Source: an optimization exercise on an open RTL-to-GDS flow (aim: small area and a short achievable clock period). Production flows keep margins and buffers that such runs may drop.
Function was checked by simulation only, so behaviour that the tests miss may differ from the original.

==> design.v <==
module tvg_fa (input wire a, input wire b, input wire c, output wire s, output wire co);
    assign s  = a ^ b ^ c;
    assign co = (a & b) | (c & (a ^ b));
endmodule
module tvg_ha (input wire a, input wire b, output wire s, output wire co);
    assign s  = a ^ b;
    assign co = a & b;
endmodule
module tvg_amul_ii (
    input  wire [7:0] nc,
    input  wire [7:0] nk,
    output wire [7:0] y
);
    wire n1 = nc[0] & ~nk[0];
    wire n2 = ~(nc[0] ? nk[1] : nk[0]);
    wire n3 = ~(nc[0] ? nk[2] : nk[1]);
    wire n4 = ~(nc[0] ? nk[3] : nk[2]);
    wire n5 = ~(nc[0] ? nk[4] : nk[3]);
    wire n6 = ~(nc[0] ? nk[5] : nk[4]);
    wire n7 = ~(nc[0] ? nk[6] : nk[5]);
    wire n8 = ~(nc[0] ? nk[7] : nk[6]);
    wire n9 = ~(nc[0] | nk[7]);
    wire n10 = ~(nc[1] | nk[0]);
    wire n11 = ~(nc[1] | nk[1]);
    wire n12 = ~(nc[1] | nk[2]);
    wire n13 = ~(nc[1] | nk[3]);
    wire n14 = ~(nc[1] | nk[4]);
    wire n15 = ~(nc[1] | nk[5]);
    wire n16 = ~(nc[1] | nk[6]);
    wire n17 = ~(nc[1] | nk[7]);
    wire n18 = ~(nc[2] | nk[0]);
    wire n19 = ~(nc[2] | nk[1]);
    wire n20 = ~(nc[2] | nk[2]);
    wire n21 = ~(nc[2] | nk[3]);
    wire n22 = ~(nc[2] | nk[4]);
    wire n23 = ~(nc[2] | nk[5]);
    wire n24 = ~(nc[2] | nk[6]);
    wire n25 = ~(nc[2] | nk[7]);
    wire n26 = ~(nc[3] | nk[0]);
    wire n27 = ~(nc[3] | nk[1]);
    wire n28 = ~(nc[3] | nk[2]);
    wire n29 = ~(nc[3] | nk[3]);
    wire n30 = ~(nc[3] | nk[4]);
    wire n31 = ~(nc[3] | nk[5]);
    wire n32 = ~(nc[3] | nk[6]);
    wire n33 = ~(nc[3] | nk[7]);
    wire n34 = ~(nc[4] | nk[0]);
    wire n35 = ~(nc[4] | nk[1]);
    wire n36 = ~(nc[4] | nk[2]);
    wire n37 = ~(nc[4] | nk[3]);
    wire n38 = ~(nc[4] | nk[4]);
    wire n39 = ~(nc[4] | nk[5]);
    wire n40 = ~(nc[4] | nk[6]);
    wire n41 = ~(nc[4] | nk[7]);
    wire n42 = ~(nc[5] | nk[0]);
    wire n43 = ~(nc[5] | nk[1]);
    wire n44 = ~(nc[5] | nk[2]);
    wire n45 = ~(nc[5] | nk[3]);
    wire n46 = ~(nc[5] | nk[4]);
    wire n47 = ~(nc[5] | nk[5]);
    wire n48 = ~(nc[5] | nk[6]);
    wire n49 = ~(nc[5] | nk[7]);
    wire n50 = ~(nc[6] | nk[0]);
    wire n51 = ~(nc[6] | nk[1]);
    wire n52 = ~(nc[6] | nk[2]);
    wire n53 = ~(nc[6] | nk[3]);
    wire n54 = ~(nc[6] | nk[4]);
    wire n55 = ~(nc[6] | nk[5]);
    wire n56 = ~(nc[6] | nk[6]);
    wire n57 = ~(nc[6] | nk[7]);
    wire n58 = ~(nc[7] | nk[0]);
    wire n59 = ~(nc[7] | nk[1]);
    wire n60 = ~(nc[7] | nk[2]);
    wire n61 = ~(nc[7] | nk[3]);
    wire n62 = ~(nc[7] | nk[4]);
    wire n63 = ~(nc[7] | nk[5]);
    wire n64 = ~(nc[7] | nk[6]);
    wire n65 = ~(nc[7] | nk[7]);
    wire n66, n67;
    tvg_ha u_n66 (.a(n7), .b(n15), .s(n66), .co(n67));
    wire n68, n69;
    tvg_fa u_n68 (.a(n8), .b(n16), .c(n23), .s(n68), .co(n69));
    wire n70, n71;
    tvg_ha u_n70 (.a(n30), .b(n37), .s(n70), .co(n71));
    wire n72, n73;
    tvg_fa u_n72 (.a(n9), .b(n17), .c(n24), .s(n72), .co(n73));
    wire n74, n75;
    tvg_fa u_n74 (.a(n31), .b(n38), .c(n45), .s(n74), .co(n75));
    wire n76, n77;
    tvg_fa u_n76 (.a(n25), .b(n32), .c(n39), .s(n76), .co(n77));
    wire n78, n79;
    tvg_ha u_n78 (.a(n5), .b(n13), .s(n78), .co(n79));
    wire n80, n81;
    tvg_fa u_n80 (.a(n6), .b(n14), .c(n21), .s(n80), .co(n81));
    wire n82, n83;
    tvg_ha u_n82 (.a(n28), .b(n35), .s(n82), .co(n83));
    wire n84, n85;
    tvg_fa u_n84 (.a(n22), .b(n29), .c(n36), .s(n84), .co(n85));
    wire n86, n87;
    tvg_fa u_n86 (.a(n43), .b(n50), .c(n66), .s(n86), .co(n87));
    wire n88, n89;
    tvg_fa u_n88 (.a(n44), .b(n51), .c(n58), .s(n88), .co(n89));
    wire n90, n91;
    tvg_fa u_n90 (.a(n67), .b(n68), .c(n70), .s(n90), .co(n91));
    wire n92, n93;
    tvg_fa u_n92 (.a(n52), .b(n59), .c(n69), .s(n92), .co(n93));
    wire n94, n95;
    tvg_fa u_n94 (.a(n71), .b(n72), .c(n74), .s(n94), .co(n95));
    wire n96, n97;
    tvg_fa u_n96 (.a(n46), .b(n53), .c(n60), .s(n96), .co(n97));
    wire n98, n99;
    tvg_fa u_n98 (.a(n73), .b(n75), .c(n76), .s(n98), .co(n99));
    wire n100, n101;
    tvg_fa u_n100 (.a(n33), .b(n40), .c(n47), .s(n100), .co(n101));
    wire n102, n103;
    tvg_fa u_n102 (.a(n54), .b(n61), .c(n77), .s(n102), .co(n103));
    wire n104, n105;
    tvg_fa u_n104 (.a(n41), .b(n48), .c(n55), .s(n104), .co(n105));
    wire n106, n107;
    tvg_ha u_n106 (.a(n4), .b(n12), .s(n106), .co(n107));
    wire n108, n109;
    tvg_fa u_n108 (.a(n20), .b(n27), .c(n34), .s(n108), .co(n109));
    wire n110, n111;
    tvg_fa u_n110 (.a(n42), .b(n79), .c(n80), .s(n110), .co(n111));
    wire n112, n113;
    tvg_fa u_n112 (.a(n81), .b(n83), .c(n84), .s(n112), .co(n113));
    wire n114, n115;
    tvg_fa u_n114 (.a(n85), .b(n87), .c(n88), .s(n114), .co(n115));
    wire n116, n117;
    tvg_fa u_n116 (.a(n89), .b(n91), .c(n92), .s(n116), .co(n117));
    wire n118, n119;
    tvg_fa u_n118 (.a(n93), .b(n95), .c(n96), .s(n118), .co(n119));
    wire n120, n121;
    tvg_fa u_n120 (.a(n97), .b(n99), .c(n100), .s(n120), .co(n121));
    wire n122, n123;
    tvg_fa u_n122 (.a(n62), .b(n101), .c(n103), .s(n122), .co(n123));
    wire n124, n125;
    tvg_fa u_n124 (.a(n49), .b(n56), .c(n63), .s(n124), .co(n125));
    wire n126, n127;
    tvg_ha u_n126 (.a(n3), .b(n11), .s(n126), .co(n127));
    wire n128, n129;
    tvg_fa u_n128 (.a(n19), .b(n26), .c(n106), .s(n128), .co(n129));
    wire n130, n131;
    tvg_fa u_n130 (.a(n78), .b(n107), .c(n108), .s(n130), .co(n131));
    wire n132, n133;
    tvg_fa u_n132 (.a(n82), .b(n109), .c(n110), .s(n132), .co(n133));
    wire n134, n135;
    tvg_fa u_n134 (.a(n86), .b(n111), .c(n112), .s(n134), .co(n135));
    wire n136, n137;
    tvg_fa u_n136 (.a(n90), .b(n113), .c(n114), .s(n136), .co(n137));
    wire n138, n139;
    tvg_fa u_n138 (.a(n94), .b(n115), .c(n116), .s(n138), .co(n139));
    wire n140, n141;
    tvg_fa u_n140 (.a(n98), .b(n117), .c(n118), .s(n140), .co(n141));
    wire n142, n143;
    tvg_fa u_n142 (.a(n102), .b(n119), .c(n120), .s(n142), .co(n143));
    wire n144, n145;
    tvg_fa u_n144 (.a(n104), .b(n121), .c(n122), .s(n144), .co(n145));
    wire n146, n147;
    tvg_fa u_n146 (.a(n105), .b(n123), .c(n124), .s(n146), .co(n147));
    wire n148, n149;
    tvg_fa u_n148 (.a(n57), .b(n64), .c(n125), .s(n148), .co(n149));
    wire [15:0] ra = {1'b0, n65, n147, n145, n143, n141, n139, n137, n135, n133, n131, n129, n127, n18, n2, n1};
    wire [15:0] rb = {1'b0, n149, n148, n146, n144, n142, n140, n138, n136, n134, n132, n130, n128, n126, n10, 1'b0};
    wire [8:0] lc;
    assign lc[0] = 1'b0;
    assign lc[1] = (ra[0] & rb[0]) | (lc[0] & (ra[0] | rb[0]));
    assign lc[2] = (ra[1] & rb[1]) | (lc[1] & (ra[1] | rb[1]));
    assign lc[3] = (ra[2] & rb[2]) | (lc[2] & (ra[2] | rb[2]));
    assign lc[4] = (ra[3] & rb[3]) | (lc[3] & (ra[3] | rb[3]));
    assign lc[5] = (ra[4] & rb[4]) | (lc[4] & (ra[4] | rb[4]));
    assign lc[6] = (ra[5] & rb[5]) | (lc[5] & (ra[5] | rb[5]));
    assign lc[7] = (ra[6] & rb[6]) | (lc[6] & (ra[6] | rb[6]));
    assign lc[8] = (ra[7] & rb[7]) | (lc[7] & (ra[7] | rb[7]));
    assign y = ra[15:8] + rb[15:8] + lc[8];
endmodule
module tvg_amul_iin (
    input  wire [7:0] nc,
    input  wire [7:0] nk,
    output wire [7:0] ny
);
    wire n1 = nc[0] & ~nk[0];
    wire n2 = ~(nc[0] ? nk[1] : nk[0]);
    wire n3 = ~(nc[0] ? nk[2] : nk[1]);
    wire n4 = ~(nc[0] ? nk[3] : nk[2]);
    wire n5 = ~(nc[0] ? nk[4] : nk[3]);
    wire n6 = ~(nc[0] ? nk[5] : nk[4]);
    wire n7 = ~(nc[0] ? nk[6] : nk[5]);
    wire n8 = ~(nc[0] ? nk[7] : nk[6]);
    wire n9 = ~(nc[0] | nk[7]);
    wire n10 = ~(nc[1] | nk[0]);
    wire n11 = ~(nc[1] | nk[1]);
    wire n12 = ~(nc[1] | nk[2]);
    wire n13 = ~(nc[1] | nk[3]);
    wire n14 = ~(nc[1] | nk[4]);
    wire n15 = ~(nc[1] | nk[5]);
    wire n16 = ~(nc[1] | nk[6]);
    wire n17 = ~(nc[1] | nk[7]);
    wire n18 = ~(nc[2] | nk[0]);
    wire n19 = ~(nc[2] | nk[1]);
    wire n20 = ~(nc[2] | nk[2]);
    wire n21 = ~(nc[2] | nk[3]);
    wire n22 = ~(nc[2] | nk[4]);
    wire n23 = ~(nc[2] | nk[5]);
    wire n24 = ~(nc[2] | nk[6]);
    wire n25 = ~(nc[2] | nk[7]);
    wire n26 = ~(nc[3] | nk[0]);
    wire n27 = ~(nc[3] | nk[1]);
    wire n28 = ~(nc[3] | nk[2]);
    wire n29 = ~(nc[3] | nk[3]);
    wire n30 = ~(nc[3] | nk[4]);
    wire n31 = ~(nc[3] | nk[5]);
    wire n32 = ~(nc[3] | nk[6]);
    wire n33 = ~(nc[3] | nk[7]);
    wire n34 = ~(nc[4] | nk[0]);
    wire n35 = ~(nc[4] | nk[1]);
    wire n36 = ~(nc[4] | nk[2]);
    wire n37 = ~(nc[4] | nk[3]);
    wire n38 = ~(nc[4] | nk[4]);
    wire n39 = ~(nc[4] | nk[5]);
    wire n40 = ~(nc[4] | nk[6]);
    wire n41 = ~(nc[4] | nk[7]);
    wire n42 = ~(nc[5] | nk[0]);
    wire n43 = ~(nc[5] | nk[1]);
    wire n44 = ~(nc[5] | nk[2]);
    wire n45 = ~(nc[5] | nk[3]);
    wire n46 = ~(nc[5] | nk[4]);
    wire n47 = ~(nc[5] | nk[5]);
    wire n48 = ~(nc[5] | nk[6]);
    wire n49 = ~(nc[5] | nk[7]);
    wire n50 = ~(nc[6] | nk[0]);
    wire n51 = ~(nc[6] | nk[1]);
    wire n52 = ~(nc[6] | nk[2]);
    wire n53 = ~(nc[6] | nk[3]);
    wire n54 = ~(nc[6] | nk[4]);
    wire n55 = ~(nc[6] | nk[5]);
    wire n56 = ~(nc[6] | nk[6]);
    wire n57 = ~(nc[6] | nk[7]);
    wire n58 = ~(nc[7] | nk[0]);
    wire n59 = ~(nc[7] | nk[1]);
    wire n60 = ~(nc[7] | nk[2]);
    wire n61 = ~(nc[7] | nk[3]);
    wire n62 = ~(nc[7] | nk[4]);
    wire n63 = ~(nc[7] | nk[5]);
    wire n64 = ~(nc[7] | nk[6]);
    wire n65 = ~(nc[7] | nk[7]);
    wire n66, n67;
    tvg_ha u_n66 (.a(n7), .b(n15), .s(n66), .co(n67));
    wire n68, n69;
    tvg_fa u_n68 (.a(n8), .b(n16), .c(n23), .s(n68), .co(n69));
    wire n70, n71;
    tvg_ha u_n70 (.a(n30), .b(n37), .s(n70), .co(n71));
    wire n72, n73;
    tvg_fa u_n72 (.a(n9), .b(n17), .c(n24), .s(n72), .co(n73));
    wire n74, n75;
    tvg_fa u_n74 (.a(n31), .b(n38), .c(n45), .s(n74), .co(n75));
    wire n76, n77;
    tvg_fa u_n76 (.a(n25), .b(n32), .c(n39), .s(n76), .co(n77));
    wire n78, n79;
    tvg_ha u_n78 (.a(n5), .b(n13), .s(n78), .co(n79));
    wire n80, n81;
    tvg_fa u_n80 (.a(n6), .b(n14), .c(n21), .s(n80), .co(n81));
    wire n82, n83;
    tvg_ha u_n82 (.a(n28), .b(n35), .s(n82), .co(n83));
    wire n84, n85;
    tvg_fa u_n84 (.a(n22), .b(n29), .c(n36), .s(n84), .co(n85));
    wire n86, n87;
    tvg_fa u_n86 (.a(n43), .b(n50), .c(n66), .s(n86), .co(n87));
    wire n88, n89;
    tvg_fa u_n88 (.a(n44), .b(n51), .c(n58), .s(n88), .co(n89));
    wire n90, n91;
    tvg_fa u_n90 (.a(n67), .b(n68), .c(n70), .s(n90), .co(n91));
    wire n92, n93;
    tvg_fa u_n92 (.a(n52), .b(n59), .c(n69), .s(n92), .co(n93));
    wire n94, n95;
    tvg_fa u_n94 (.a(n71), .b(n72), .c(n74), .s(n94), .co(n95));
    wire n96, n97;
    tvg_fa u_n96 (.a(n46), .b(n53), .c(n60), .s(n96), .co(n97));
    wire n98, n99;
    tvg_fa u_n98 (.a(n73), .b(n75), .c(n76), .s(n98), .co(n99));
    wire n100, n101;
    tvg_fa u_n100 (.a(n33), .b(n40), .c(n47), .s(n100), .co(n101));
    wire n102, n103;
    tvg_fa u_n102 (.a(n54), .b(n61), .c(n77), .s(n102), .co(n103));
    wire n104, n105;
    tvg_fa u_n104 (.a(n41), .b(n48), .c(n55), .s(n104), .co(n105));
    wire n106, n107;
    tvg_ha u_n106 (.a(n4), .b(n12), .s(n106), .co(n107));
    wire n108, n109;
    tvg_fa u_n108 (.a(n20), .b(n27), .c(n34), .s(n108), .co(n109));
    wire n110, n111;
    tvg_fa u_n110 (.a(n42), .b(n79), .c(n80), .s(n110), .co(n111));
    wire n112, n113;
    tvg_fa u_n112 (.a(n81), .b(n83), .c(n84), .s(n112), .co(n113));
    wire n114, n115;
    tvg_fa u_n114 (.a(n85), .b(n87), .c(n88), .s(n114), .co(n115));
    wire n116, n117;
    tvg_fa u_n116 (.a(n89), .b(n91), .c(n92), .s(n116), .co(n117));
    wire n118, n119;
    tvg_fa u_n118 (.a(n93), .b(n95), .c(n96), .s(n118), .co(n119));
    wire n120, n121;
    tvg_fa u_n120 (.a(n97), .b(n99), .c(n100), .s(n120), .co(n121));
    wire n122, n123;
    tvg_fa u_n122 (.a(n62), .b(n101), .c(n103), .s(n122), .co(n123));
    wire n124, n125;
    tvg_fa u_n124 (.a(n49), .b(n56), .c(n63), .s(n124), .co(n125));
    wire n126, n127;
    tvg_ha u_n126 (.a(n3), .b(n11), .s(n126), .co(n127));
    wire n128, n129;
    tvg_fa u_n128 (.a(n19), .b(n26), .c(n106), .s(n128), .co(n129));
    wire n130, n131;
    tvg_fa u_n130 (.a(n78), .b(n107), .c(n108), .s(n130), .co(n131));
    wire n132, n133;
    tvg_fa u_n132 (.a(n82), .b(n109), .c(n110), .s(n132), .co(n133));
    wire n134, n135;
    tvg_fa u_n134 (.a(n86), .b(n111), .c(n112), .s(n134), .co(n135));
    wire n136, n137;
    tvg_fa u_n136 (.a(n90), .b(n113), .c(n114), .s(n136), .co(n137));
    wire n138, n139;
    tvg_fa u_n138 (.a(n94), .b(n115), .c(n116), .s(n138), .co(n139));
    wire n140, n141;
    tvg_fa u_n140 (.a(n98), .b(n117), .c(n118), .s(n140), .co(n141));
    wire n142, n143;
    tvg_fa u_n142 (.a(n102), .b(n119), .c(n120), .s(n142), .co(n143));
    wire n144, n145;
    tvg_fa u_n144 (.a(n104), .b(n121), .c(n122), .s(n144), .co(n145));
    wire n146, n147;
    tvg_fa u_n146 (.a(n105), .b(n123), .c(n124), .s(n146), .co(n147));
    wire n148, n149;
    tvg_fa u_n148 (.a(n57), .b(n64), .c(n125), .s(n148), .co(n149));
    wire [15:0] ra = {1'b0, n65, n147, n145, n143, n141, n139, n137, n135, n133, n131, n129, n127, n18, n2, n1};
    wire [15:0] rb = {1'b0, n149, n148, n146, n144, n142, n140, n138, n136, n134, n132, n130, n128, n126, n10, 1'b0};
    wire [8:0] lc;
    assign lc[0] = 1'b0;
    assign lc[1] = (ra[0] & rb[0]) | (lc[0] & (ra[0] | rb[0]));
    assign lc[2] = (ra[1] & rb[1]) | (lc[1] & (ra[1] | rb[1]));
    assign lc[3] = (ra[2] & rb[2]) | (lc[2] & (ra[2] | rb[2]));
    assign lc[4] = (ra[3] & rb[3]) | (lc[3] & (ra[3] | rb[3]));
    assign lc[5] = (ra[4] & rb[4]) | (lc[4] & (ra[4] | rb[4]));
    assign lc[6] = (ra[5] & rb[5]) | (lc[5] & (ra[5] | rb[5]));
    assign lc[7] = (ra[6] & rb[6]) | (lc[6] & (ra[6] | rb[6]));
    assign lc[8] = (ra[7] & rb[7]) | (lc[7] & (ra[7] | rb[7]));
    assign ny = ~(ra[15:8] + rb[15:8] + lc[8]);
endmodule
module tvg_am8 (
    input  wire [7:0] a,
    input  wire [7:0] b,
    output wire [7:0] y
);
    wire n1 = a[0] & b[0];
    wire n2 = a[0] & b[1];
    wire n3 = a[0] & b[2];
    wire n4 = a[0] & b[3];
    wire n5 = a[0] & b[4];
    wire n6 = a[0] & b[5];
    wire n7 = a[0] & b[6];
    wire n8 = a[0] & b[7];
    wire n9 = a[1] & b[0];
    wire n10 = a[1] & b[1];
    wire n11 = a[1] & b[2];
    wire n12 = a[1] & b[3];
    wire n13 = a[1] & b[4];
    wire n14 = a[1] & b[5];
    wire n15 = a[1] & b[6];
    wire n16 = a[1] & b[7];
    wire n17 = a[2] & b[0];
    wire n18 = a[2] & b[1];
    wire n19 = a[2] & b[2];
    wire n20 = a[2] & b[3];
    wire n21 = a[2] & b[4];
    wire n22 = a[2] & b[5];
    wire n23 = a[2] & b[6];
    wire n24 = a[2] & b[7];
    wire n25 = a[3] & b[0];
    wire n26 = a[3] & b[1];
    wire n27 = a[3] & b[2];
    wire n28 = a[3] & b[3];
    wire n29 = a[3] & b[4];
    wire n30 = a[3] & b[5];
    wire n31 = a[3] & b[6];
    wire n32 = a[3] & b[7];
    wire n33 = a[4] & b[0];
    wire n34 = a[4] & b[1];
    wire n35 = a[4] & b[2];
    wire n36 = a[4] & b[3];
    wire n37 = a[4] & b[4];
    wire n38 = a[4] & b[5];
    wire n39 = a[4] & b[6];
    wire n40 = a[4] & b[7];
    wire n41 = a[5] & b[0];
    wire n42 = a[5] & b[1];
    wire n43 = a[5] & b[2];
    wire n44 = a[5] & b[3];
    wire n45 = a[5] & b[4];
    wire n46 = a[5] & b[5];
    wire n47 = a[5] & b[6];
    wire n48 = a[5] & b[7];
    wire n49 = a[6] & b[0];
    wire n50 = a[6] & b[1];
    wire n51 = a[6] & b[2];
    wire n52 = a[6] & b[3];
    wire n53 = a[6] & b[4];
    wire n54 = a[6] & b[5];
    wire n55 = a[6] & b[6];
    wire n56 = a[6] & b[7];
    wire n57 = a[7] & b[0];
    wire n58 = a[7] & b[1];
    wire n59 = a[7] & b[2];
    wire n60 = a[7] & b[3];
    wire n61 = a[7] & b[4];
    wire n62 = a[7] & b[5];
    wire n63 = a[7] & b[6];
    wire n64 = a[7] & b[7];
    wire n65, n66;
    tvg_ha u_n65 (.a(n7), .b(n14), .s(n65), .co(n66));
    wire n67, n68;
    tvg_fa u_n67 (.a(n8), .b(n15), .c(n22), .s(n67), .co(n68));
    wire n69, n70;
    tvg_fa u_n69 (.a(n29), .b(n36), .c(n43), .s(n69), .co(n70));
    wire n71, n72;
    tvg_fa u_n71 (.a(n16), .b(n23), .c(n30), .s(n71), .co(n72));
    wire n73, n74;
    tvg_ha u_n73 (.a(n37), .b(n44), .s(n73), .co(n74));
    wire n75, n76;
    tvg_fa u_n75 (.a(n24), .b(n31), .c(n38), .s(n75), .co(n76));
    wire n77, n78;
    tvg_ha u_n77 (.a(n5), .b(n12), .s(n77), .co(n78));
    wire n79, n80;
    tvg_fa u_n79 (.a(n6), .b(n13), .c(n20), .s(n79), .co(n80));
    wire n81, n82;
    tvg_ha u_n81 (.a(n27), .b(n34), .s(n81), .co(n82));
    wire n83, n84;
    tvg_fa u_n83 (.a(n21), .b(n28), .c(n35), .s(n83), .co(n84));
    wire n85, n86;
    tvg_fa u_n85 (.a(n42), .b(n49), .c(n65), .s(n85), .co(n86));
    wire n87, n88;
    tvg_fa u_n87 (.a(n50), .b(n57), .c(1'b1), .s(n87), .co(n88));
    wire n89, n90;
    tvg_fa u_n89 (.a(n66), .b(n67), .c(n69), .s(n89), .co(n90));
    wire n91, n92;
    tvg_fa u_n91 (.a(n51), .b(n58), .c(n68), .s(n91), .co(n92));
    wire n93, n94;
    tvg_fa u_n93 (.a(n70), .b(n71), .c(n73), .s(n93), .co(n94));
    wire n95, n96;
    tvg_fa u_n95 (.a(n45), .b(n52), .c(n59), .s(n95), .co(n96));
    wire n97, n98;
    tvg_fa u_n97 (.a(n72), .b(n74), .c(n75), .s(n97), .co(n98));
    wire n99, n100;
    tvg_fa u_n99 (.a(n32), .b(n39), .c(n46), .s(n99), .co(n100));
    wire n101, n102;
    tvg_fa u_n101 (.a(n53), .b(n60), .c(n76), .s(n101), .co(n102));
    wire n103, n104;
    tvg_fa u_n103 (.a(n40), .b(n47), .c(n54), .s(n103), .co(n104));
    wire n105, n106;
    tvg_ha u_n105 (.a(n4), .b(n11), .s(n105), .co(n106));
    wire n107, n108;
    tvg_fa u_n107 (.a(n19), .b(n26), .c(n33), .s(n107), .co(n108));
    wire n109, n110;
    tvg_fa u_n109 (.a(n41), .b(n78), .c(n79), .s(n109), .co(n110));
    wire n111, n112;
    tvg_fa u_n111 (.a(n80), .b(n82), .c(n83), .s(n111), .co(n112));
    wire n113, n114;
    tvg_fa u_n113 (.a(n84), .b(n86), .c(n87), .s(n113), .co(n114));
    wire n115, n116;
    tvg_fa u_n115 (.a(n88), .b(n90), .c(n91), .s(n115), .co(n116));
    wire n117, n118;
    tvg_fa u_n117 (.a(n92), .b(n94), .c(n95), .s(n117), .co(n118));
    wire n119, n120;
    tvg_fa u_n119 (.a(n96), .b(n98), .c(n99), .s(n119), .co(n120));
    wire n121, n122;
    tvg_fa u_n121 (.a(n61), .b(n100), .c(n102), .s(n121), .co(n122));
    wire n123, n124;
    tvg_fa u_n123 (.a(n48), .b(n55), .c(n62), .s(n123), .co(n124));
    wire n125, n126;
    tvg_ha u_n125 (.a(n3), .b(n10), .s(n125), .co(n126));
    wire n127, n128;
    tvg_fa u_n127 (.a(n18), .b(n25), .c(n105), .s(n127), .co(n128));
    wire n129, n130;
    tvg_fa u_n129 (.a(n77), .b(n106), .c(n107), .s(n129), .co(n130));
    wire n131, n132;
    tvg_fa u_n131 (.a(n81), .b(n108), .c(n109), .s(n131), .co(n132));
    wire n133, n134;
    tvg_fa u_n133 (.a(n85), .b(n110), .c(n111), .s(n133), .co(n134));
    wire n135, n136;
    tvg_fa u_n135 (.a(n89), .b(n112), .c(n113), .s(n135), .co(n136));
    wire n137, n138;
    tvg_fa u_n137 (.a(n93), .b(n114), .c(n115), .s(n137), .co(n138));
    wire n139, n140;
    tvg_fa u_n139 (.a(n97), .b(n116), .c(n117), .s(n139), .co(n140));
    wire n141, n142;
    tvg_fa u_n141 (.a(n101), .b(n118), .c(n119), .s(n141), .co(n142));
    wire n143, n144;
    tvg_fa u_n143 (.a(n103), .b(n120), .c(n121), .s(n143), .co(n144));
    wire n145, n146;
    tvg_fa u_n145 (.a(n104), .b(n122), .c(n123), .s(n145), .co(n146));
    wire n147, n148;
    tvg_fa u_n147 (.a(n56), .b(n63), .c(n124), .s(n147), .co(n148));
    wire [15:0] ra = {1'b0, n64, n146, n144, n142, n140, n138, n136, n134, n132, n130, n128, n126, n17, n2, n1};
    wire [15:0] rb = {1'b0, n148, n147, n145, n143, n141, n139, n137, n135, n133, n131, n129, n127, n125, n9, 1'b0};
    wire [15:0] t = ra + rb;
    wire [8:0]  u = t[7:0] + t[15:8];
    assign y = t[15:8] + u[8];
endmodule
module tvg_amul32_ii (
    input  wire [31:0] np,
    input  wire [7:0]  nk,
    output wire [31:0] y
);
    tvg_amul_ii u3 (.nc(np[31:24]), .nk(nk), .y(y[31:24]));
    tvg_amul_ii u2 (.nc(np[23:16]), .nk(nk), .y(y[23:16]));
    tvg_amul_ii u1 (.nc(np[15:8]),  .nk(nk), .y(y[15:8]));
    tvg_amul_ii u0 (.nc(np[7:0]),   .nk(nk), .y(y[7:0]));
endmodule
module tvg_amul32_iin (
    input  wire [31:0] np,
    input  wire [7:0]  nk,
    output wire [31:0] ny
);
    tvg_amul_iin u3 (.nc(np[31:24]), .nk(nk), .ny(ny[31:24]));
    tvg_amul_iin u2 (.nc(np[23:16]), .nk(nk), .ny(ny[23:16]));
    tvg_amul_iin u1 (.nc(np[15:8]),  .nk(nk), .ny(ny[15:8]));
    tvg_amul_iin u0 (.nc(np[7:0]),   .nk(nk), .ny(ny[7:0]));
endmodule
module tvg_blend4 (
    input  wire         clk,
    input  wire         rst,           
    input  wire         in_valid,
    input  wire [1:0]   in_op,         
    input  wire         in_cs,         
    input  wire [1:0]   in_mm,         
    input  wire [31:0]  in_color,      
    input  wire [7:0]   in_opacity,    
    input  wire [7:0]   in_cov,        
    input  wire [127:0] in_dst,        
    input  wire [127:0] in_src,        
    input  wire [127:0] in_mask,       
    output reg          out_valid,
    output reg  [127:0] out_pix,       
    output reg          out_dst_rd,    
    output reg          out_mask_rd    
);
    integer j;
    genvar  g;
    reg         v0;
    reg [1:0]   op0;
    reg         cs0;
    reg [1:0]   mm0;
    reg [31:0]  col0;
    reg [7:0]   opa0;
    reg [7:0]   cov0;
    reg [127:0] dst0;
    reg [127:0] src0;
    reg [31:0]  ma0;
    always @(posedge clk) begin
        if (rst)
            v0 <= 1'b0;
        else
            v0 <= in_valid;
        op0  <= in_op;
        cs0  <= in_cs;
        mm0  <= in_mm;
        col0 <= in_color;
        opa0 <= in_opacity;
        cov0 <= in_cov;
        dst0 <= in_dst;
        src0 <= in_src;
        ma0  <= {in_mask[127:120], in_mask[95:88], in_mask[63:56], in_mask[31:24]};
    end
    wire       is_clear = (op0 == 2'd0);
    wire       is_image = op0[1];
    wire       maskon   = mm0[1];
    wire [7:0] c_a      = col0[31:24];
    wire [7:0] u_r, c_g, c_b;
    tvg_am8 u_am_r (.a(is_image ? opa0 : col0[23:16]), .b(is_image ? cov0 : c_a), .y(u_r));
    tvg_am8 u_am_g (.a(col0[15:8]), .b(c_a), .y(c_g));
    tvg_am8 u_am_b (.a(col0[7:0]),  .b(c_a), .y(c_b));
    wire [31:0] color_pm = cs0 ? {c_a, c_b, c_g, u_r} : {c_a, u_r, c_g, c_b};
    wire [7:0] k_s1 = is_clear ? 8'h00 :
                      is_image ? (op0[0] ? u_r : opa0) :
                                 cov0;
    wire direct = !is_image && !is_clear && (c_a == 8'hFF) && (mm0 == 2'd0) && (cov0 == 8'hFF);
    reg         v1;
    reg         clr1;
    reg         drd1;
    reg         mrd1;
    reg [7:0]   nk1;
    reg [127:0] nx1;
    reg [127:0] nd1;
    reg [31:0]  nm1;
    always @(posedge clk) begin
        if (rst)
            v1 <= 1'b0;
        else
            v1 <= v0;
        clr1 <= is_clear;
        drd1 <= !is_clear && !direct;
        mrd1 <= !is_clear && maskon;
        nk1  <= ~k_s1;
        nd1  <= ~dst0;
        for (j = 0; j < 4; j = j + 1) begin
            nx1[32*j +: 32] <= ~(is_image ? src0[32*j +: 32] : color_pm);
            nm1[8*j +: 8]   <= !maskon ? 8'h00 : mm0[0] ? ma0[8*j +: 8] : ~ma0[8*j +: 8];
        end
    end
    wire [127:0] ns_s2;
    generate
        for (g = 0; g < 4; g = g + 1) begin : g_s
            tvg_amul32_iin u_s (.np(nx1[32*g +: 32]), .nk(nk1), .ny(ns_s2[32*g +: 32]));
        end
    endgenerate
    reg         v2;
    reg         clr2;
    reg         drd2;
    reg         mrd2;
    reg [127:0] ns2;
    reg [127:0] nd2;
    reg [31:0]  nm2;
    always @(posedge clk) begin
        if (rst)
            v2 <= 1'b0;
        else
            v2 <= v1;
        clr2 <= clr1;
        drd2 <= drd1;
        mrd2 <= mrd1;
        ns2  <= ns_s2;
        nd2  <= nd1;
        nm2  <= nm1;
    end
    wire [127:0] s_s3;
    wire [31:0]  nf_s3;
    generate
        for (g = 0; g < 4; g = g + 1) begin : g_m
            tvg_amul32_ii u_m (.np(ns2[32*g +: 32]), .nk(nm2[8*g +: 8]), .y(s_s3[32*g +: 32]));
            assign nf_s3[8*g +: 8] = s_s3[32*g+24 +: 8] | {8{clr2}};
        end
    endgenerate
    reg         v3;
    reg         clr3;
    reg         drd3;
    reg         mrd3;
    reg [95:0]  sc3;        
    reg [31:0]  nf3;
    reg [127:0] nd3;
    always @(posedge clk) begin
        if (rst)
            v3 <= 1'b0;
        else
            v3 <= v2;
        clr3 <= clr2;
        drd3 <= drd2;
        mrd3 <= mrd2;
        nd3  <= nd2;
        for (j = 0; j < 4; j = j + 1) begin
            sc3[24*j +: 24] <= s_s3[32*j +: 24];
            nf3[8*j +: 8]   <= nf_s3[8*j +: 8];
        end
    end
    wire [127:0] pix;
    generate
        for (g = 0; g < 4; g = g + 1) begin : g_o
            wire [7:0]  sa = clr3 ? 8'h00 : nf3[8*g +: 8];
            wire [31:0] dm;
            tvg_amul32_ii u_d (.np(nd3[32*g +: 32]), .nk(nf3[8*g +: 8]), .y(dm));
            assign pix[32*g +: 32] = {sa, sc3[24*g +: 24]} + dm;
        end
    endgenerate
    always @(posedge clk) begin
        if (rst)
            out_valid <= 1'b0;
        else
            out_valid <= v3;
        out_pix     <= pix;
        out_dst_rd  <= drd3;
        out_mask_rd <= mrd3;
    end
endmodule
==> flow/run.sh <==
#!/bin/bash
# Layout of the version: the standard flow (standard.sh: ORFS synthesis
# and layout, unchanged), with the port buffers that global placement
# inserts on every input and output made sky130_fd_sc_hd__buf_2 instead of
# the flow's default choice (clkdlybuf4s50_1, a slow delay cell).
set -euo pipefail
export BUFFER_PORTS_ARGS="-buffer_cell sky130_fd_sc_hd__buf_2"
bash standard.sh > standard.log 2>&1
==> standard.sh <==
#!/bin/bash
# synth_recipe.tcl (not shown) runs the flow's synth.tcl, then flattens the netlist and writes it again
# the make line also repeats each setting of config.mk as NAME=value (left out here)
make -C /OpenROAD-flow-scripts/flow DESIGN_CONFIG=/design/flow/config.mk WORK_HOME=/design/flow/orfs CLKGATE_MAP_FILE= SYNTH_SCRIPT=/design/flow/synth_recipe.tcl "${@:-finish}"
==> config.mk <==
export PLATFORM = sky130hd
export DESIGN_NAME = tvg_blend4
export DESIGN_NICKNAME = tvg_blend4
export VERILOG_FILES = /design/flow/design.v
export SDC_FILE = /design/flow/constraint.sdc
export NUM_CORES = 4
export LEC_CHECK = 0
export CAP_MARGIN = 20
export CORE_MARGIN = 2
export CORE_UTILIZATION = 40
export SLEW_MARGIN = 20
export SYNTH_HIERARCHICAL = 1
==> constraint.sdc <==
create_clock -name core_clock -period 30.0 [get_ports {clk}]
set_input_delay 6.0000 -clock core_clock [delete_from_list [all_inputs] [get_ports {clk}]]
set_output_delay 6.0000 -clock core_clock [all_outputs]
set_load 0.01 [all_outputs]
==> results of run 1 <==
==> cell usage after synthesis (all sizes together) (5+ instances only) <==
library cell / count / share of area
nor2: 2996 / 0.096
fa: 1939 / 0.33
dfxtp: 1325 / 0.23
ha: 784 / 0.084
clkbuf: 620 / 0.020
a21oi: 519 / 0.027
o21ai: 321 / 0.014
mux2i: 316 / 0.027
nand2: 283 / 0.0091
inv: 276 / 0.0089
and2: 247 / 0.013
xnor2: 233 / 0.017
buf: 173 / 0.011
nor2b: 168 / 0.0090
a21o: 146 / 0.0094
nand3: 130 / 0.0056
o211ai: 128 / 0.0090
o21a: 115 / 0.0074
xor2: 109 / 0.0084
o31ai: 101 / 0.0080
a211o: 94 / 0.0071
or2: 67 / 0.0036
o21bai: 53 / 0.0034
a211oi: 52 / 0.0036
nor3: 52 / 0.0022
o2111ai: 51 / 0.0038
a22oi: 49 / 0.0032
nand2b: 42 / 0.0023
maj3: 35 / 0.0032
a21boi: 33 / 0.0021
o31a: 32 / 0.0024
a31oi: 26 / 0.0014
nand4: 25 / 0.0013
a221oi: 23 / 0.0018
nor3b: 19 / 0.0012
o2bb2ai: 19 / 0.0014
a21bo: 18 / 0.0015
and3: 18 / 0.0010
and4: 8 / 0.00066
mux2: 8 / 0.00077
a31o: 7 / 0.00053
o211a: 7 / 0.00060
a2111oi: 5 / 0.00039
a41oi: 5 / 0.00038
==> kinds of logic after synthesis <==
family / synth area share
other: 0.0000965
adder cells (fa/ha/maj): 0.420
AND/OR/NAND/NOR: 0.147
multiplexers: 0.0279
flip-flops: 0.227
buffers and inverters: 0.0410
AO/OA/AOI/OAI: 0.112
XOR/XNOR: 0.0259
==> stage by stage <==
stage / instance area [sq um] / instances / setup WS, ps
after floorplan: 117000 / 11700 / 22840
after global placement: 121000 / 15400 / 20650
after detailed placement: 121000 / 15400 / 20480
after CTS: 127000 / 15700 / 20450
after global routing: 127000 / 15700 / 19920
final: 127000 / 15700 / 20460
==> modules after synthesis (local to each module, per instance), excerpt <==
module        flip-flops and latches  cell area, sq um
tvg_am8                            0              1420
tvg_amul_ii                        0               733
tvg_amul_iin                       0               782
tvg_blend4                      1325             35900
tvg_fa                             0              20.0
tvg_ha                             0              12.5
==> final cells by class <==
type,instances,area (sq um)
well taps,3900,4880
inverters,277,1040
repair buffers,563,3050
multi-input cells,9342,85500
clock inverters,89,1180
flip-flops and latches,1325,26600
clock buffers,205,4540
diodes,18,45.0
fillers,27900,164000
==> critical path, delay by kind of cell, from the launching register on <==
| family | cells | cell delay, ps |
|---|---|---|
| AO/OA/AOI/OAI | 11 | 2470 |
| XOR/XNOR | 2 | 600 |
| multiplexers | 1 | 120 |
| flip-flops | 1 | 830 |
| buffers and inverters | 1 | 730 |
| adder cells (fa/ha/maj) | 7 | 2870 |
| AND/OR/NAND/NOR | 8 | 1650 |
==> metal layers <==
metal  vias up  GRT usage  share of wire
li1      38500          -              -
met1     41600      0.272           0.43
met2      1945      0.328           0.46
met3       430     0.0293          0.057
met4        12     0.0867          0.044
met5         -          0        0.00029
==> final timing paths <==
check | startpoint | to | slack (ps) | cells after the start
setup / recovery | op0[1]$_DFF_P_ | nx1[23]$_DFF_P_ | 20460 | 30
hold / removal | nd1[23]$_DFF_P_ | nd2[23]$_DFF_P_ | 290 | 0
setup reg to reg | op0[1]$_DFF_P_ | nx1[23]$_DFF_P_ | 20460 | 30
hold reg to reg | nd1[23]$_DFF_P_ | nd2[23]$_DFF_P_ | 290 | 0
==> registers in the layout, summed over array words and instances (netlist names), 96 cells and up <==
register,count
dst0,128
nd1,128
nd2,128
nd3,128
ns2,128
nx1,128
out_pix,128
sc3,96
src0,128
==> summary.md, run 1 <==
| Metric | Value |
|---|---|
| WL final | `297 mm` |
| Fin. Hold Viols | `0` |
| First-pass GRT wire length | `478 mm` |
| Slew margin rel. | `0.212` |
| Routed via count | `82500` |
| Die X | `544 um` |
| CP most frequent cell | `fa_1` |
| Fin nets | `around 15000` |
| Crit path capture type | `flip-flop` |
| FF+latch count, synth | `1325` |
| Avg WL per Cell | `around 19 um` |
| Residual DRC count | `0` |
| H-tree depth | `4` |
| Post-synth EDFFs | `0` |
| Yosys warns | `7` |
| Max-slew violation count | `0` |
| Leading cell type in the layout, fill and taps excluded | `nor2_1` |
| Worst path max stage delay | `~830 ps` |
| Initial antenna violation count | `33` |
| Maxcap violations | `0` |
| Clock-pin slew on the worst setup and hold paths | `60 ps` |
| Status | `timing/DRC/antenna clean` |
| Crit Path Class | `flip-flop to flip-flop` |
| Syn Area/Cell | `9.94 sq um` |
| Worst slew pin tran | `1180 ps` |
| DR vias/cell | `5.25` |
| Setup TNS | `0 ps` |
| FFs w/ async S/R, synth | `0` |
| Dpl hpwl | `225 mm` |
| Root Buffer | `clkbuf_16` |
| Worst Path Arrival | `between 10000 and 15000 ps` |
| Clock skew | `55.7 ps` |
| Initial core utilization | `0.402` |
| Post_cts resized | `0` |
| CTS Sinks | `roughly 1300` |
| FMAX | `between 100 and 150 MHz` |
| Worst hold path class | `flip-flop to flip-flop` |
| First-pass DRT Iterations | `8` |
| Worst-path fanout max | `58` |
| Setup Viol. Count Final | `0` |
| Tot GR Track Use | `0.203` |
| Area Overhead vs Synth | `8.60%` |
| I/O Pins | `571` |
| # rows | `198` |
| Setup Buffers After CTS | `0` |
| Gpl congestion | `0.901` |
| Crit path required time | `just over 30000 ps` |
| Crit start category | `flip-flop` |
| Synth Instances | `11700` |
| Total die area | `0.296 sq mm` |
| Die H | `544 um` |
| RSZ-0062 raised after global routing | `false` |
| Vias in the first global route | `just under 90000` |
| Syn_nets | `14900` |
| Worst-Skew Late Latency | `840 ps` |
| Distinct cells, synth | `93` |
| Final ANT Viol Nets | `0` |
| Sequential fraction of the synthesis area | `0.227` |
| CTS Buf Count | `163` |
| Clock buffer depth | `4` |
| Fin Hold WS | `286 ps` |
| Largest net degree at the start of global routing | `99` |
| Hold buffer count at cts | `0` |
| Fin crit share | `0.318` |
| Mapped Area | `0.117 sq mm` |
| Final design utilization | `0.436` |
| Port Buffers | `474` |
| Commonest non-fill, non-tap cells in the layout | `2996 x nor2_1, 1939 x fa_1, 1312 x dfxtp_1, 784 x ha_1, 474 x buf_2` |
| CTS tree | `done` |
| Post-route minimum period | `roughly 9500 ps` |
| Layout cells sized above 1 | `0.0971` |
| GR Overflow Total | `0` |
| Core Box Area | `0.291 sq mm` |
| 1st-iter DRT viols | `4841` |
| Worst path slowest cell | `dfxtp_4` |
| Ys flop type | `dfxtp_1` |
==> run 2: changes to the inputs <==
==> run.sh (new file) <==
#!/bin/bash
# synth_recipe.tcl (not shown) runs the flow's synth.tcl, then flattens the netlist and writes it again
# the make line also repeats each setting of config.mk as NAME=value (left out here)
make -C /OpenROAD-flow-scripts/flow DESIGN_CONFIG=/design/flow/config.mk WORK_HOME=/design/flow/orfs CLKGATE_MAP_FILE= SYNTH_SCRIPT=/design/flow/synth_recipe.tcl finish
removed: flow/run.sh
removed: standard.sh
==> summary.md, run 2 <==
| Metric | Value |
|---|---|
| Tot GR Track Use | `0.209` |
| RSZ-0062 raised after global routing | `false` |
| Post-synth top area cell | `fa_1` |
| Worst path max stage delay | `1060 ps` |
| FF+latch count, synth | `around 1300` |
| CTS Buf Count | `161` |
| Root Buffer | `clkbuf_16` |
| Count leader, synth | `nor2_1` |
| Maxcap violations | `0` |
| Gpl congestion | `between 0.9 and 1` |
| Largest net degree at the start of global routing | `66` |
| Register area | `0.0266 sq mm` |
| Vias in the first global route | `90800` |
| Port Buffers | `roughly 470` |
| Post-synth EDFFs | `0` |
| First-pass GRT wire length | `492 mm` |
| CTS Sinks | `1325` |
| Syn_nets | `14900` |
| Setup Viol. Count Final | `0` |
| Main area contributors after synthesis | `fa_1 33%, dfxtp_1 23%, nor2_1 9.6%` |
| Initial antenna violation count | `25` |
| Leading cell type in the layout, fill and taps excluded | `nor2_1` |
| H-tree depth | `4` |
| Clock skew | `47.6 ps` |
| Mapped Area | `0.117 sq mm` |
| Synth Instances | `~12000` |
| Worst path slowest cell | `nor2b_2` |
| Fin nets | `14800` |
| Final Instance Area | `0.129 sq mm` |
| Crit start category | `flip-flop` |
| Crit Path Class | `flip-flop to flip-flop` |
| Dpl cell area | `0.123 sq mm` |
| Routed via count | `84300` |
| GR Overflow Total | `0` |
| Layout cells sized above 1 | `0.0569` |
| Clock buffer depth | `4` |
| Worst Hold Path Cells | `0` |
| Yosys warns | `7` |
| Synth cell count leaders | `2996 x nor2_1, 1939 x fa_1, 1325 x dfxtp_1` |
| Worst Hold Endpoint | `nd3[39]$_DFF_P_` |
| Avg WL per Cell | `19.5 um` |
| Clock-pin slew on the worst setup and hold paths | `60 ps` |
| CP most frequent cell | `fa_1` |
| WL final | `307 mm` |
| Die H | `approximately 540 um` |
| Area Overhead vs Synth | `10.5%` |
| Dpl hpwl | `236 mm` |
| Worst hold path class | `flip-flop to flip-flop` |
| Commonest non-fill, non-tap cells in the layout | `2996 x nor2_1, 1939 x fa_1, 1304 x dfxtp_1, 784 x ha_1, 474 x clkdlybuf4s50_1` |
| Distinct cells, synth | `93` |
| Post-synth top area share | `0.333` |
| Crit path required time | `30660 ps` |
| R2R Path Start | `col0[31]$_DFF_P_` |
| Sequential fraction of the synthesis area | `0.227` |
| Syn Area/Cell | `9.94 sq um` |
| Worst-Skew Late Latency | `~850 ps` |
| FF-to-FF path depth | `28` |
| Total die area | `0.296 sq mm` |
| Hold buffer count at cts | `0` |
| R2r endpoint | `nx1[7]$_DFF_P_` |
| Post_cts resized | `0` |
| Worst Path Arrival | `between 9000 and 10000 ps` |
| Worst slew pin tran | `1190 ps` |
| FMAX | `110 MHz` |
| Ys flop type | `dfxtp_1` |
| 1st-iter DRT viols | `5122` |
| Fin. Hold Viols | `0` |
| Slew margin rel. | `0.204` |
| Initial core utilization | `0.402` |
| Core Box Area | `0.291 sq mm` |
| Setup Buffers After CTS | `0` |
| Min-delay src | `nd2[39]$_DFF_P_` |
| FFs w/ async S/R, synth | `0` |
| CTS tree | `done` |
| Fillers | `between 20000 and 30000` |
| I/O Pins | `571` |
| Die X | `544 um` |
| Fin crit share | `0.302` |
| Max-slew violation count | `0` |
| Crit path capture type | `flip-flop` |
| First-pass DRT Iterations | `6` |
| Status | `timing/DRC/antenna clean` |
| Final ANT Viol Nets | `0` |
| DR vias/cell | `5.36` |
| Post-route minimum period | `9060 ps` |
| Worst-path fanout max | `18` |
| Residual DRC count | `0` |
| Setup TNS | `0 ps` |
| FF-to-FF setup slack | `between 20000 and 25000 ps` |
| Multi-input gate area | `0.0854 sq mm` |
| # rows | `198` |
-- run 2: Yosys stat by module, one instance, submodules excluded, excerpt --
module	cells inside	flip-flops and latches
tvg_fa	1	0
tvg_am8	187	0
tvg_amul_ii	129	0
tvg_blend4	2765	1325
tvg_amul_iin	134	0
tvg_ha	1	0
-- run 2: how the worst max path moves through the flow --
stage                          start                to  slack (ps)  cells after the start
floorplan             op0[1]$_DFF_P_  nx1[103]$_DFF_P_       22840                     31
global placement    col0[29]$_DFF_P_   nx1[39]$_DFF_P_       21210                     29
detailed placement  col0[31]$_DFF_P_   nx1[23]$_DFF_P_       21080                     28
CTS                 col0[31]$_DFF_P_   nx1[85]$_DFF_P_       21080                     27
global route        col0[31]$_DFF_P_    nx1[7]$_DFF_P_       20540                     28
finish              col0[31]$_DFF_P_    nx1[7]$_DFF_P_       20940                     28
-- run 2: kinds of logic after synthesis --
logic type	share of synthesized area
compound gates	0.112
xor+xnor	0.0259
fa+ha+maj	0.420
buf+inv	0.0410
flops	0.227
mux	0.0279
other cells	0.0000965
simple gates	0.147
-- run 2: critical path, delay by kind of cell (launching register included) --
family	cells	cell delay [ps]
fa+ha+maj	7	2790
simple gates	9	2720
compound gates	9	1950
flops	1	720
xor+xnor	2	550
mux	1	130
-- run 2: area by class of cell --
class / count / share of cell area
repair buffers: 566 / 0.0421
inverters: 277 / 0.00806
flip-flops and latches: 1325 / 0.206
diodes: 11 / 0.000213
clock inverters: 85 / 0.00875
well taps: 3900 / 0.0378
clock buffers: 205 / 0.0347
multi-input cells: 9342 / 0.662
-- run 2: per-layer routing --
metal	up-vias	GRT usage	part of all wire
li1	38400	-	-
met1	42700	0.264	0.41
met2	2535	0.348	0.48
met3	525	0.0305	0.058
met4	10	0.103	0.053
met5	-	0	0.00022
-- run 2: stage by stage --
step | setup WS (ps) | utilization | hold slack [ps] | std cells
global route | 20540 | 0.444 | 323 | 15700
floorplan | 22840 | - | 310 | 11700
global placement | 21210 | 0.425 | 312 | 15400
detailed placement | 21080 | 0.425 | 312 | 15400
CTS | 21080 | 0.444 | 315 | 15700
finish | 20940 | 0.444 | 301 | 15700

## port drivers added, routing unchanged
The flow's constraints put no driver on any port. The routed layouts listed below were extracted and timed again, unchanged, in two steps. Step 1: set_driving_cell puts a clkbuf_16 on clk and a buf_2 on each other input, an assumption about the parent block. Step 2 times the ports against the registers' clock, not the clock port: input delays grow and output delays shrink by t, the midpoint of the rising clock arrivals with the driver on. a / b / c = ideal / step 1 / step 2; a / b = the first two.
run	shift t [ns]	setup slack, ns	latest minus earliest clock arrival (ns)	worst data-port slew with drivers (ns)	cell pins on the clock port's net
run 1	0.914	20.456 / 20.456 / 20.456	0.082 / 0.082	0.21	1
run 2	0.916	20.942 / 20.942 / 20.942	0.067 / 0.067	0.15	1
After both steps setup and hold are still met in every run listed.
